From an optimization exercise on the open Yosys and OpenROAD flow, aimed at small area, a short achievable clock period and few clock cycles per item; shortcuts taken in it are not production practice. The RTL was checked by simulation tests, not by an equivalence proof against the original design.

// mars_core
module mars_core (
    input  wire        clk,
    input  wire        rst,           
    input  wire        cmd_valid,
    input  wire        cmd_op,        
    input  wire [12:0] cmd_pc,        
    output wire        cmd_ready,
    output reg         mem_req,
    output reg  [2:0]  mem_we,        
    output reg  [12:0] mem_addr,
    output reg  [79:0] mem_wdata,
    input  wire        mem_ack,
    input  wire [79:0] mem_rdata,
    input  wire [2:0]  q_sel,
    output wire [12:0] q_pc,
    output wire        q_alive,
    output wire [3:0]  q_len,
    output wire [2:0]  q_cur,
    output reg  [3:0]  st_code,
    output reg  [2:0]  st_wid,
    output reg  [12:0] st_pc,
    output wire [4:0]  st_op,
    output reg  [63:0] cycles
);
export LEC_CHECK = 0
export CAP_MARGIN = 20
export CORE_MARGIN = 2
export CORE_UTILIZATION = 40
export SLEW_MARGIN = 20
create_clock -name core_clock -period 24.0 [get_ports {clk}]
run.sh (not shown) runs the stock make flow with config.mk's settings and CLKGATE_MAP_FILE= SYNTH_SCRIPT=/design/flow/synth_recipe.tcl, a recipe that flattens the netlist after the stock synthesis.
The baseline produced a clean layout.
Testbench counts at the start, summed over its fixed seeds: cycles 98,526, steps 48,000.
Rerun with:
--- a/flow/design.v
+++ b/flow/design.v
@@ -76,20 +76,21 @@
     wire d_jmp   = (d_op == 5'd7);
     wire d_jz    = (d_op == 5'd8) || (d_op == 5'd9);
     wire d_djn   = (d_op == 5'd11);
     wire d_cmp   = (d_op >= 5'd12) && (d_op <= 5'd15);
     wire d_slt   = (d_op == 5'd15);
     wire n_s   = !d_ill && (d_mov || d_arith || d_jz || d_djn || d_cmp);    
     wire n_a   = n_s || (!d_ill && d_jmp);                                  
     wire n_d   = !d_ill && (d_arith || d_cmp);                              
     wire n_b   = n_d || (!d_ill && d_mov);                                  
     wire n_w   = !d_ill && (d_mov || d_arith || d_djn);                     
+    wire r_nw  = !r_ill && ((r_op >= 5'd1 && r_op <= 5'd6) || r_op == 5'd11);
     wire a_ind  = d_am[2] || d_am[1];
     wire a_pre  = (d_am == 3'd4) || (d_am == 3'd6);
     wire a_post = (d_am == 3'd5) || (d_am == 3'd7);
     wire b_ind  = d_bm[2] || d_bm[1];
     wire b_pre  = (d_bm == 3'd4) || (d_bm == 3'd6);
     wire b_post = (d_bm == 3'd5) || (d_bm == 3'd7);
     wire en_aptr  = a_ind && (d_am[2] || n_a);
     wire en_asnap = n_s && (a_ind || d_djn || ((d_am == 3'd1) && !d_afz));
     wire en_bptr  = b_ind && (d_bm[2] || n_b);
     function [3:0] nxt;
@@ -168,21 +169,20 @@
                                   : ((!r_dsta || src_a == rd_af) && (!r_dstb || src_b == rd_bf));
     wire divz   = (r_dsta && src_a == 32'd0) || (r_dstb && src_b == 32'd0);
     wire        md_mul  = (r_op == 5'd4);
     wire        md_div  = (r_op == 5'd5);
     wire        in_sl   = (state == S_SLRUN) || (state == S_SLFIX) || (state == S_SLINIT);
     wire        m_shr   = (state == S_MD) && m_ph;             
     wire [32:0] m_op2   = m_shr ? {1'b0, m_b[32:1]} : m_b;
     wire        m_sub   = (state == S_MD) ? !md_mul : ((state == S_SLRUN) ? (m_ph && !m_a[32]) : 1'b0);
     wire        m_sext  = (state != S_MD);
     wire [33:0] m_sum   = {m_sext & m_a[32], m_a} + ({m_sext & m_op2[32], m_op2} ^ {34{m_sub}}) + {33'd0, m_sub};
-    wire [33:0] m_usum  = {1'b0, m_a} + {1'b0, m_b};         
     wire        ld_first = (state == S_BSNAP);
     wire [31:0] ld_x  = ld_first ? (r_dsta ? rd_af : rd_bf) : src_a;
     wire [31:0] ld_y  = (ld_first && r_dsta) ? src_a : src_b;
     wire [32:0] abs_x = ld_x[31] ? (33'd0 - {ld_x[31], ld_x}) : {1'b0, ld_x};
     wire [32:0] abs_y = ld_y[31] ? (33'd0 - {ld_y[31], ld_y}) : {1'b0, ld_y};
     wire [32:0] md_mag = md_mul ? m_a : (md_div ? {1'b0, m_c} : {1'b0, m_a[31:0]});
     wire        md_sgn = (r_op == 5'd6) ? m_sx : m_neg;
     wire        md_ovf = m_ovf || md_mag[32] || (md_mag[31] && (!md_sgn || md_mag[30:0] != 31'd0));
     wire [31:0] md_res = md_sgn ? (32'd0 - md_mag[31:0]) : md_mag[31:0];
     wire        md_two = r_dsta && r_dstb;
@@ -254,21 +254,21 @@
             S_BPTR, S_BSNAP: begin
                 mem_req  = 1'b1;
                 mem_addr = da;
             end
             S_APRE, S_APOST, S_BPRE, S_BPOST: begin
                 mem_req  = 1'b1;
                 mem_addr = ptr;
                 mem_we   = ptr_usea ? 3'b010 : 3'b100;
             end
             S_WRITE: begin
-                mem_req  = (code == C_OK) && n_w;
+                mem_req  = (code == C_OK) && r_nw;
                 mem_addr = (r_op == 5'd11) ? sa : da;
                 mem_we   = (w_mov && r_mod == 3'd6) ? 3'b111 : {r_dstb, r_dsta, 1'b0};
             end
             default: ;
         endcase
         if (w_ptr) mem_wdata[79:16] = {p, p};
         else if (w_mov && r_mod != 3'd6) mem_wdata[79:16] = {src_b, src_a};
     end
     always @(posedge clk) begin
         if (rst) begin
@@ -376,22 +376,22 @@
                             m_sx  <= ld_x[31];
                         end
                     end
                 end
                 S_MD: begin
                     if (md_mul) begin
                         if (m_c == 32'd0 || m_ovf) begin
                             state <= S_MDFIN;
                         end else begin
                             if (m_c[0]) begin
-                                m_a <= m_usum[32:0];
-                                if (m_usum[33] || m_big) m_ovf <= 1'b1;
+                                m_a <= m_sum[32:0];
+                                if (m_sum[33] || m_big) m_ovf <= 1'b1;
                             end
                             m_b <= {m_b[31:0], 1'b0};
                             if (m_b[32]) m_big <= 1'b1;
                             m_c <= {1'b0, m_c[31:1]};
                         end
                     end else if (!m_ph) begin
                         if (!m_sum[33]) begin
                             m_b <= {m_b[31:0], 1'b0};
                             m_k <= m_k + 6'd1;
                         end else if (m_k == 6'd0) begin
Result: The new run completed with no timing, DRC or antenna violations. Global-route usage barely changes. Core utilization goes up by 0.13 points. Maximum frequency goes up by 5.8%. Count of clock-buffer cells in the layout goes up by 5. Synthesized cell count goes down by 7.6%. Wire length goes down by 4.8%.
Testbench counts after the change, summed over its fixed seeds: cycles 98,526, steps 48,000.

separate check: timing with driven ports:
The results above use ideal ports. As a check the final layouts listed here were re-extracted and re-timed, cells and wires unchanged. Step 1 sets driving cells, clkbuf_16 on the clock port and buf_2 on the other inputs (assumed; they add their load-dependent delay and slew). Step 2 adds t to the input delays and takes it off the output delays; t is the mean of the earliest and latest rising clock arrival at the registers after step 1. Input paths then give back, and output paths get back, about the clock's delay inside the block. a / b / c = no drivers / after step 1 / after step 2; a / b = the first two.
| run | t (ns) | slack for setup (ns) | worst setup path after step 2 | worst register clock-pin slew, ns |
|---|---|---|---|---|
| the first run | 0.774 | 11.542 / 11.519 / 11.519 | input to output | 0.07 / 0.07 |
| the second run | 0.764 | 12.219 / 12.192 / 12.192 | input to output | 0.07 / 0.07 |
After both steps setup and hold are still met in every run listed. For the second run, which loses most, drivers alone change the setup slack by -0.027 ns; drivers and shift together by -0.027 ns.
